Source: an optimization exercise on an open RTL-to-GDS flow (aim: small area and a short achievable clock period). Production flows keep margins and buffers that such runs may drop.
At most, simulation tests tie the RTL to the original design; equivalence was not proved.
The clock input has no modelled driver; a real chip could not lean on it and would need a root buffer or a full tree.
Power figures rest on the tool's default switching activity, not on a simulated workload.

// k2mix_rxdec
module k2mix_rxdec (
    input  wire        clk,
    input  wire        rst,         
    input  wire        in_valid,
    input  wire [7:0]  in_byte,
    input  wire        in_last,
    output reg         out_valid,
    output reg  [2:0]  out_st,
    output reg  [7:0]  out_cmd,
    output reg  [7:0]  out_plen,
    output reg  [2:0]  out_kind,
    output reg  [7:0]  out_node,
    output reg  [31:0] out_val
);
Size in the first run: about 75 I/O pins.
==> module k2mix_rxdec, before the edit <==
module k2mix_rxdec (
    input  wire        clk,
    input  wire        rst,         
    input  wire        in_valid,
    input  wire [7:0]  in_byte,
    input  wire        in_last,
    output reg         out_valid,
    output reg  [2:0]  out_st,
    output reg  [7:0]  out_cmd,
    output reg  [7:0]  out_plen,
    output reg  [2:0]  out_kind,
    output reg  [7:0]  out_node,
    output reg  [31:0] out_val
);
    localparam [7:0] START_BYTE            = 8'h02;
    localparam [7:0] STOP_BYTE             = 8'h03;
    localparam [7:0] CMD_GET_VALUES        = 8'h04;
    localparam [7:0] CMD_SET_DUTY          = 8'h05;
    localparam [7:0] CMD_SET_CURRENT       = 8'h06;
    localparam [7:0] CMD_SET_CURRENT_BRAKE = 8'h07;
    localparam [7:0] CMD_FORWARD           = 8'h22;
    localparam [2:0] ST_OK    = 3'd1;
    localparam [2:0] ST_SHORT = 3'd2;
    localparam [2:0] ST_START = 3'd3;
    localparam [2:0] ST_LEN   = 3'd4;
    localparam [2:0] ST_SIZE  = 3'd5;
    localparam [2:0] ST_STOP  = 3'd6;
    localparam [2:0] ST_CRC   = 3'd7;
    localparam [2:0] K_RAW = 3'd0, K_DUTY = 3'd1, K_CURRENT = 3'd2,
                     K_BRAKE = 3'd3, K_GETVALUES = 3'd4, K_ROUTED = 3'd5;
    localparam [8:0] POS0 = 9'd508;
    reg         v_r;        
    reg         l_r;        
    reg  [7:0]  b_r;
    always @(posedge clk) begin
        v_r <= in_valid & ~rst;
        l_r <= in_last;
        b_r <= in_byte;
    end
    reg  [8:0]  pos;
    reg  [15:0] crc;
    reg         b0ok;       
    reg         p2is5;      
    wire [15:0] crc_nx;
    wire [7:0]  cx = crc[15:8] ^ b_r;
    wire [7:0]  cy = cx ^ {4'd0, cx[7:4]};
    assign crc_nx = {crc[7:0], 8'd0} ^ {cy[3:0], 12'd0} ^ {3'd0, cy, 5'd0} ^ {8'd0, cy};
    wire at0 = (pos == POS0);
    wire at1 = (pos == POS0 + 9'd1);
    wire at2 = (pos == POS0 + 9'd2);
    wire at3 = (pos == POS0 + 9'd3);
    wire at4 = (pos == 9'd0);
    wire l5  = (out_plen == 8'd5);
    wire l7  = (out_plen == 8'd7);
    wire l1  = (out_plen == 8'd1);
    wire val_sh = (l5 & (at3 | (pos <= 9'd2))) | (l7 & (pos >= 9'd1) & (pos <= 9'd4));
    wire short_c = (pos[8] & pos[7]) | at4;
    wire size_ok = (pos == {1'b0, out_plen});
    reg  [2:0] st;
    always @(*) begin
        if (short_c)                st = ST_SHORT;
        else if (!b0ok)             st = ST_START;
        else if (out_plen == 8'd0)  st = ST_LEN;
        else if (!size_ok)          st = ST_SIZE;
        else if (b_r != STOP_BYTE) st = ST_STOP;
        else if (crc != 16'd0)      st = ST_CRC;
        else                        st = ST_OK;
    end
    wire ok = (st == ST_OK);
    reg [2:0] kind;
    always @(*) begin
        if (l5 && out_cmd == CMD_SET_DUTY)                 kind = K_DUTY;
        else if (l5 && out_cmd == CMD_SET_CURRENT)         kind = K_CURRENT;
        else if (l5 && out_cmd == CMD_SET_CURRENT_BRAKE)   kind = K_BRAKE;
        else if (l1 && out_cmd == CMD_GET_VALUES)          kind = K_GETVALUES;
        else if (l7 && out_cmd == CMD_FORWARD && p2is5)    kind = K_ROUTED;
        else                                               kind = K_RAW;
    end
    wire has_val = (kind == K_DUTY) | (kind == K_CURRENT) | (kind == K_BRAKE) | (kind == K_ROUTED);
    wire last = v_r & l_r;
    wire take = v_r & ~l_r;             
    wire pos_sat  = pos[8] & ~pos[7];
    wire pos_set  = rst | last;
    wire pos_inc  = ~rst & take & ~pos_sat;
    wire pos_keep = ~pos_set & ~pos_inc;
    wire [8:0] pos_p1 = pos + 9'd1;
    always @(posedge clk) begin
        pos       <= ({9{pos_set}} & POS0) | ({9{pos_inc}} & pos_p1) | ({9{pos_keep}} & pos);
        out_valid <= ~rst & last;
    end
    wire crc_ld   = v_r & ~(at0 | at1);
    wire b0_ld    = v_r & at0;
    wire p2_ld    = v_r & at4;
    wire plen_ld  = take & at1;
    wire cmd_ld   = take & at2;
    wire node_ld  = take & at3;
    wire val_ld   = take & val_sh;
    wire res_keep = ~last | ok;                        
    wire node_keep = ~last | (ok & (kind == K_ROUTED));
    wire val_keep  = ~last | (ok & has_val);
    always @(posedge clk) begin
        crc      <= ({16{crc_ld}} & crc_nx) | ({16{~v_r}} & crc);
        b0ok     <= (b0_ld & (b_r == START_BYTE)) | (~b0_ld & b0ok);
        p2is5    <= (p2_ld & (b_r == CMD_SET_DUTY)) | (~p2_ld & p2is5);
        out_st   <= st;
        out_kind <= ok ? kind : K_RAW;
        out_plen <= ({8{plen_ld}} & b_r) | ({8{~plen_ld & res_keep}} & out_plen);
        out_cmd  <= ({8{cmd_ld}} & b_r)  | ({8{~cmd_ld & res_keep}} & out_cmd);
        out_node <= ({8{node_ld}} & b_r) | ({8{~node_ld & node_keep}} & out_node);
        out_val  <= ({32{val_ld}} & {out_val[23:0], b_r}) | ({32{~val_ld & val_keep}} & out_val);
    end
endmodule
Settings: LEC_CHECK=0, CAP_MARGIN=20, CORE_MARGIN=2, CORE_UTILIZATION=40, PLACE_DENSITY=0.6, SLEW_MARGIN=20; clock period 10.0 ns.
standard.sh (not shown) runs the stock make flow with config.mk's settings and CLKGATE_MAP_FILE= SYNTH_SCRIPT=/design/flow/synth_recipe.tcl, a recipe that flattens the netlist after the stock synthesis.
==> flow/flow/run.sh <==
#!/bin/bash
# The standard layout, with two changes:
# - the port buffers are made of the smallest buffer (buf_1) instead of the
#   one buffer_ports picks by default;
# - the clock tree is one level of clock buffers (cts.tcl) instead of
#   ORFS's CTS step, for a shorter clock insertion delay.
set -euo pipefail
here=$(pwd)
ARGS=('BUFFER_PORTS_ARGS=-buffer_cell sky130_fd_sc_hd__buf_1')
bash standard.sh "${ARGS[@]}" place > flow_place.log 2>&1
RES=$(ls -d "$here"/orfs/results/*/k2mix_rxdec/base)
RES=$RES NBUF=${NBUF:-4} BUFCELL=${BUFCELL:-sky130_fd_sc_hd__clkbuf_16} \
  openroad -no_init -exit "$here/flow/cts.tcl" > flow_cts.log 2>&1
cp "$RES/4_1_cts.odb" "$RES/4_cts.odb"
cp "$RES/3_place.sdc" "$RES/4_cts.sdc"
bash standard.sh "${ARGS[@]}" finish > flow_finish.log 2>&1
Other scripts of this flow, unchanged in this note and not shown: flow/flow/cts.tcl
Change:
--- a/flow/design.v
+++ b/flow/design.v
@@ -75,38 +75,41 @@
         else if (l1 && out_cmd == CMD_GET_VALUES)          kind = K_GETVALUES;
         else if (l7 && out_cmd == CMD_FORWARD && p2is5)    kind = K_ROUTED;
         else                                               kind = K_RAW;
     end
     wire has_val = (kind == K_DUTY) | (kind == K_CURRENT) | (kind == K_BRAKE) | (kind == K_ROUTED);
     wire last = v_r & l_r;
-    wire take = v_r & ~l_r;             
-    wire pos_sat  = pos[8] & ~pos[7];
-    wire pos_set  = rst | last;
-    wire pos_inc  = ~rst & take & ~pos_sat;
-    wire pos_keep = ~pos_set & ~pos_inc;
-    wire [8:0] pos_p1 = pos + 9'd1;
     always @(posedge clk) begin
-        pos       <= ({9{pos_set}} & POS0) | ({9{pos_inc}} & pos_p1) | ({9{pos_keep}} & pos);
-        out_valid <= ~rst & last;
+        if (rst) begin
+            pos       <= POS0;
+            out_valid <= 1'b0;
+        end else begin
+            out_valid <= last;
+            if (v_r) begin
+                if (l_r)
+                    pos <= POS0;
+                else if (!(pos[8] & !pos[7]))
+                    pos <= pos + 9'd1;
+            end
+        end
     end
-    wire crc_ld   = v_r & ~(at0 | at1);
-    wire b0_ld    = v_r & at0;
-    wire p2_ld    = v_r & at4;
-    wire plen_ld  = take & at1;
-    wire cmd_ld   = take & at2;
-    wire node_ld  = take & at3;
-    wire val_ld   = take & val_sh;
-    wire res_keep = ~last | ok;                        
-    wire node_keep = ~last | (ok & (kind == K_ROUTED));
-    wire val_keep  = ~last | (ok & has_val);
     always @(posedge clk) begin
-        crc      <= ({16{crc_ld}} & crc_nx) | ({16{~v_r}} & crc);
-        b0ok     <= (b0_ld & (b_r == START_BYTE)) | (~b0_ld & b0ok);
-        p2is5    <= (p2_ld & (b_r == CMD_SET_DUTY)) | (~p2_ld & p2is5);
+        if (v_r) begin
+            crc <= (at0 | at1) ? 16'd0 : crc_nx;
+            if (at0) b0ok  <= (b_r == START_BYTE);
+            if (at4) p2is5 <= (b_r == CMD_SET_DUTY);
+        end
         out_st   <= st;
         out_kind <= ok ? kind : K_RAW;
-        out_plen <= ({8{plen_ld}} & b_r) | ({8{~plen_ld & res_keep}} & out_plen);
-        out_cmd  <= ({8{cmd_ld}} & b_r)  | ({8{~cmd_ld & res_keep}} & out_cmd);
-        out_node <= ({8{node_ld}} & b_r) | ({8{~node_ld & node_keep}} & out_node);
-        out_val  <= ({32{val_ld}} & {out_val[23:0], b_r}) | ({32{~val_ld & val_keep}} & out_val);
+        if (last) begin
+            if (!ok) out_cmd  <= 8'd0;
+            if (!ok) out_plen <= 8'd0;
+            if (!(ok && kind == K_ROUTED)) out_node <= 8'd0;
+            if (!(ok && has_val)) out_val <= 32'd0;
+        end else if (v_r) begin
+            if (at1) out_plen <= b_r;
+            if (at2) out_cmd  <= b_r;
+            if (at3) out_node <= b_r;
+            if (val_sh) out_val <= {out_val[23:0], b_r};
+        end
     end
 endmodule
Final area is higher by 2.0%.
Clock skew barely changes.
Sequential cell count does not change.
Final cell count is lower by 13%.
Routed wire length is lower by 16%.
Worst setup slack is better by 0.24 ns.
Sequential power is higher by 7.4%.
Combinational power is lower by 38%.
Synthesized cell count is lower by 23%.
Die area stays the same.
Only the layout flow was run in the first run of this note; the RTL was not checked for function there. In every run of this note, the design's own scripts or RTL, not TritonCTS, make the clock network.

## static timing again, ports no longer ideal
The flow's constraints put no driver on any port. The routed layouts listed below were extracted and timed again, unchanged, in two steps. Step 1 (the two cells are an assumption about what drives the block):
set clk [get_ports {clk}]
set_driving_cell -lib_cell sky130_fd_sc_hd__clkbuf_16 $clk
set_driving_cell -lib_cell sky130_fd_sc_hd__buf_2 [delete_from_list [all_inputs] $clk]
Step 2 times the ports against the registers' clock, not the clock port: input delays grow and output delays shrink by t, the midpoint of the rising clock arrivals with the driver on. a / b / c = no drivers / after step 1 / after step 2; a / b = the first two.
run	shift t [ns]	setup WS [ns]	pins driven straight from the clock port
the first run	0.239	6.857 / 6.921 / 6.682	4
the second run	0.232	7.101 / 7.022 / 7.212	4
After both steps every run listed still meets setup and hold. For the first run, which loses most, drivers alone change the setup slack by +0.064 ns; drivers and shift together by -0.175 ns.
